This design comes from an exercise in tuning for small area on the open sky130 flow, not from production work.
Function was checked by simulation only, so behaviour that the tests miss may differ from the original.
Power figures rest on the tool's default switching activity, not on a simulated workload.

==> flow/design.v <==
module xbee_rx (
    input  wire        clk,
    input  wire        rst,             
    input  wire        in_valid,
    output wire        in_ready,
    input  wire [7:0]  in_op,           
    input  wire [7:0]  in_arg,          
    output reg         out_valid,
    input  wire        out_ready,
    output reg  [1:0]  out_kind,        
    output reg  [3:0]  out_code,        
    output wire [63:0] out_src64,
    output wire [15:0] out_src16,
    output wire [7:0]  out_options,
    output wire [15:0] out_length,
    output wire [7:0]  out_checksum,
    output reg  [8:0]  out_data_len,
    input  wire [7:0]  rd_addr,
    output wire [7:0]  rd_data
);
    localparam OP_CONNECT    = 8'h01;
    localparam OP_STOP       = 8'h02;
    localparam OP_RX_BYTE    = 8'h04;
    localparam OP_RX_ERROR   = 8'h05;
    localparam OP_RX_TIMEOUT = 8'h06;
    localparam DELIM     = 8'h7E;
    localparam TYPE_RX   = 8'h90;
    localparam RX_FIXED  = 11;
    localparam DATA_CAP  = 256;
    localparam K_STATUS = 2'd0;
    localparam K_FRAME  = 2'd1;
    localparam K_DROP   = 2'd2;
    localparam K_ERROR  = 2'd3;
    localparam E_OK           = 4'd0;
    localparam E_CONNECTION   = 4'd1;
    localparam E_ALREADY      = 4'd2;
    localparam E_TRANSPORT_RD = 4'd6;
    localparam E_TIMEOUT      = 4'd8;
    localparam E_ZERO_LENGTH  = 4'd9;
    localparam E_CHECKSUM     = 4'd10;
    localparam E_UNKNOWN_TYPE = 4'd11;
    localparam E_SHORT        = 4'd12;
    localparam E_OVERSIZE     = 4'd13;
    localparam S_IDLE  = 3'd0;
    localparam S_DELIM = 3'd1;
    localparam S_LENHI = 3'd2;
    localparam S_LENLO = 3'd3;
    localparam S_TYPE  = 3'd4;
    localparam S_BODY  = 3'd5;
    localparam S_CKSUM = 3'd6;
    reg [2:0]  rx_state;
    reg [15:0] rx_len;
    reg        rx_type_ok;      
    reg [7:0]  rx_sum;
    reg [15:0] rx_cnt;          
    reg [7:0]  rx_ck;
    reg        rx_zero;         
    reg [7:0]  hdr [0:RX_FIXED-1];
    reg [8*DATA_CAP-1:0] pay;    
    wire       take = in_valid & in_ready;
    wire [7:0] b    = in_arg;
    wire       rxb  = take & (in_op == OP_RX_BYTE);
    assign in_ready = ~out_valid;
    wire body_b   = rxb & (rx_state == S_BODY);
    wire in_hdr   = rx_cnt < 16'd13;
    wire hdr_sh   = body_b & in_hdr;
    wire pay_sh   = body_b & ~in_hdr & ~rx_zero & (b != 8'h00);
    wire [7:0] sum_all = rx_sum + b;
    reg [3:0] dec_code;
    always @* begin
        if (sum_all != 8'hFF)
            dec_code = E_CHECKSUM;
        else if (!rx_type_ok)
            dec_code = E_UNKNOWN_TYPE;
        else if (rx_len < 16'd12)
            dec_code = E_SHORT;
        else if (rx_len > 16'd12 + DATA_CAP)
            dec_code = E_OVERSIZE;
        else
            dec_code = E_OK;
    end
    always @(posedge clk) begin
        if (rst) begin
            rx_state  <= S_IDLE;
            out_valid <= 1'b0;
        end else begin
            if (out_valid && out_ready)
                out_valid <= 1'b0;
            if (take) begin
                case (in_op)
                OP_CONNECT: begin
                    out_valid <= 1'b1;
                    out_kind  <= K_STATUS;
                    if (rx_state != S_IDLE)
                        out_code <= E_ALREADY;
                    else if (!in_arg[0])
                        out_code <= E_CONNECTION;
                    else begin
                        out_code <= E_OK;
                        rx_state <= S_DELIM;
                    end
                end
                OP_STOP: begin
                    out_valid <= 1'b1;
                    out_kind  <= K_STATUS;
                    out_code  <= E_OK;
                    rx_state  <= S_IDLE;
                end
                OP_RX_ERROR: begin
                    if (rx_state != S_IDLE) begin
                        out_valid <= 1'b1;
                        out_kind  <= K_ERROR;
                        out_code  <= E_TRANSPORT_RD;
                        rx_state  <= S_DELIM;
                    end
                end
                OP_RX_TIMEOUT: begin
                    if (rx_state != S_IDLE && rx_state != S_DELIM) begin
                        out_valid <= 1'b1;
                        out_kind  <= K_ERROR;
                        out_code  <= E_TIMEOUT;
                        rx_state  <= S_DELIM;
                    end
                end
                OP_RX_BYTE: begin
                    case (rx_state)
                    S_DELIM: begin
                        if (b == DELIM)
                            rx_state <= S_LENHI;
                    end
                    S_LENHI: begin
                        rx_state <= S_LENLO;
                    end
                    S_LENLO: begin
                        rx_state <= S_TYPE;
                    end
                    S_TYPE: begin
                        if (rx_len == 16'd0) begin
                            out_valid <= 1'b1;
                            out_kind  <= K_DROP;
                            out_code  <= E_ZERO_LENGTH;
                            rx_state  <= S_DELIM;
                        end else if (rx_len == 16'd1)
                            rx_state <= S_CKSUM;
                        else
                            rx_state <= S_BODY;
                    end
                    S_BODY: begin
                        if (rx_cnt == rx_len)
                            rx_state <= S_CKSUM;
                    end
                    S_CKSUM: begin
                        out_valid <= 1'b1;
                        out_code  <= dec_code;
                        out_kind  <= (dec_code == E_OK) ? K_FRAME : K_DROP;
                        rx_state  <= S_DELIM;
                    end
                    default: ;    
                    endcase
                end
                default: ;        
                endcase
            end
        end
    end
    always @(posedge clk) begin
        if (rxb) begin
            if (rx_state == S_LENHI)
                rx_len[15:8] <= b;
            if (rx_state == S_LENLO)
                rx_len[7:0] <= b;
            if (rx_state == S_TYPE) begin
                rx_type_ok   <= (b == TYPE_RX);
                rx_sum       <= b;
                rx_cnt       <= 16'd2;
                rx_zero      <= 1'b0;
                out_data_len <= 9'd0;
            end
            if (rx_state == S_BODY) begin
                rx_sum <= rx_sum + b;
                rx_cnt <= rx_cnt + 16'd1;
                if (!in_hdr && b == 8'h00)
                    rx_zero <= 1'b1;
            end
            if (rx_state == S_CKSUM)
                rx_ck <= b;
        end
        if (pay_sh)
            out_data_len <= out_data_len + 9'd1;
    end
    integer j;
    always @(posedge clk) begin
        if (hdr_sh) begin
            hdr[0] <= b;
            for (j = 1; j < RX_FIXED; j = j + 1)
                hdr[j] <= hdr[j-1];
        end
    end
    wire [7:0]   addr = out_valid ? rd_addr : out_data_len[7:0];
    wire         keep = ~(rxb & (rx_state == S_TYPE));    
    wire [7:0]   wb   = b & {8{pay_sh}};
    wire [15:0]  hi_n, lo_n;
    wire [255:0] sel;
    xrx_predec u_phi (.a(addr[7:4]), .y_n(hi_n));
    xrx_predec u_plo (.a(addr[3:0]), .y_n(lo_n));
    genvar gp, gb, gt;
    generate
        for (gp = 0; gp < DATA_CAP; gp = gp + 1) begin : g_byte
            wire [7:0] d;
            xrx_nor2 u_s (.a(hi_n[gp/16]), .b(lo_n[gp%16]), .y(sel[gp]));
            for (gb = 0; gb < 8; gb = gb + 1) begin : g_d
                xrx_ao22 u_d (.a0(pay[8*gp+gb]), .s0(keep),
                              .a1(wb[gb]), .s1(sel[gp]), .y(d[gb]));
            end
            always @(posedge clk)
                pay[8*gp +: 8] <= d;
        end
        for (gb = 0; gb < 8; gb = gb + 1) begin : g_bit
            wire [85:0] t_n;
            for (gt = 0; gt < 85; gt = gt + 1) begin : g_t
                xrx_aoi222 u_t (
                    .a0(pay[8*(3*gt)+gb]),   .s0(sel[3*gt]),
                    .a1(pay[8*(3*gt+1)+gb]), .s1(sel[3*gt+1]),
                    .a2(pay[8*(3*gt+2)+gb]), .s2(sel[3*gt+2]),
                    .y_n(t_n[gt]));
            end
            xrx_nand2 u_last (.a(pay[8*255+gb]), .b(sel[255]), .y(t_n[85]));
            xrx_nand_all #(.N(86)) u_or (.a_n(t_n), .y(rd_data[gb]));
        end
    endgenerate
    assign out_src64    = {hdr[10], hdr[9], hdr[8], hdr[7],
                           hdr[6], hdr[5], hdr[4], hdr[3]};
    assign out_src16    = {hdr[2], hdr[1]};
    assign out_options  = hdr[0];
    assign out_length   = rx_len;
    assign out_checksum = rx_ck;
endmodule
module xrx_ao22 (
    input  wire a0, s0, a1, s1,
    output wire y
);
    assign y = (a0 & s0) | (a1 & s1);
endmodule
module xrx_aoi222 (
    input  wire a0, s0, a1, s1, a2, s2,
    output wire y_n
);
    assign y_n = ~((a0 & s0) | (a1 & s1) | (a2 & s2));
endmodule
module xrx_nand2 (
    input  wire a, b,
    output wire y
);
    assign y = ~(a & b);
endmodule
module xrx_nor2 (
    input  wire a, b,
    output wire y
);
    assign y = ~(a | b);
endmodule
module xrx_predec (
    input  wire [3:0]  a,
    output wire [15:0] y_n
);
    genvar k;
    generate
        for (k = 0; k < 16; k = k + 1) begin : g_k
            assign y_n[k] = ~(a == k);
        end
    endgenerate
endmodule
module xrx_nand_all #(parameter N = 2) (
    input  wire [N-1:0] a_n,
    output wire         y
);
    assign y = ~&a_n;
endmodule
==> flow/config.mk <==
export PLATFORM = sky130hd
export DESIGN_NAME = xbee_rx
export DESIGN_NICKNAME = xbee_rx
export VERILOG_FILES = /design/flow/design.v
export SDC_FILE = /design/flow/constraint.sdc
export NUM_CORES = 4
export LEC_CHECK = 0
export CAP_MARGIN = 8
export CORE_MARGIN = 2
export CORE_UTILIZATION = 60
export CTS_CLUSTER_DIAMETER = 100
export CTS_CLUSTER_SIZE = 30
export GPL_TIMING_DRIVEN = 0
export PLACE_DENSITY = 0.7
export SLEW_MARGIN = 8
export SYNTH_HIERARCHICAL = 1
==> flow/constraint.sdc <==
create_clock -name core_clock -period 14.0 [get_ports {clk}]
set_input_delay 2.8000 -clock core_clock [delete_from_list [all_inputs] [get_ports {clk}]]
set_output_delay 2.8000 -clock core_clock [all_outputs]
set_load 0.01 [all_outputs]
standard.sh (not shown) runs the stock make flow with config.mk's settings and CLKGATE_MAP_FILE= SYNTH_SCRIPT=/design/flow/synth_recipe.tcl, a recipe that flattens the netlist after the stock synthesis.
==> flow/flow/run.sh <==
#!/bin/bash
set -euo pipefail
export BUFFER_PORTS_ARGS="-buffer_cell sky130_fd_sc_hd__buf_1"
bash standard.sh > standard.log 2>&1
Rerun with:
- CAP_MARGIN: 8 -> 12
- CORE_UTILIZATION: 60 -> 80
- PLACE_DENSITY: 0.7 -> 0.88
- SLEW_MARGIN: 8 -> 12
After rerunning: The changed run ran to the end with no violations; fmax shrinks by a few percent; total power is about the same; routed wire length grows by a few percent; core utilization went up by 21 points.

static timing again, ports no longer ideal:
The results above use ideal ports. As a check the final layouts listed here were re-extracted and re-timed, cells and wires unchanged. Step 1 assumes that a clkbuf_16 drives the clock port and a buf_2 every other input. Step 2, shift: input delay + t, output delay - t, t = (earliest + latest rising clock arrival at the registers) / 2. This alone moves slack from input paths to output paths. Three values: ideal ports, drivers, drivers and shift; two values: the first two.
| run | t, ns | setup slack, ns | hold slack, ns | worst data-port slew with drivers (ns) | cell pins on the clock port's net |
|---|---|---|---|---|---|
| the first run | 0.784 | 3.310 / 3.275 / 3.275 | 0.451 / 0.451 / 0.451 | 0.06 | 1 |
| the second run | 0.791 | 2.551 / 2.513 / 2.513 | 0.452 / 0.452 / 0.452 | 0.07 | 1 |
After both steps every run listed still meets setup and hold. The setup slack of the second run, which loses most, moves by -0.038 ns with the drivers and by -0.038 ns with both steps.
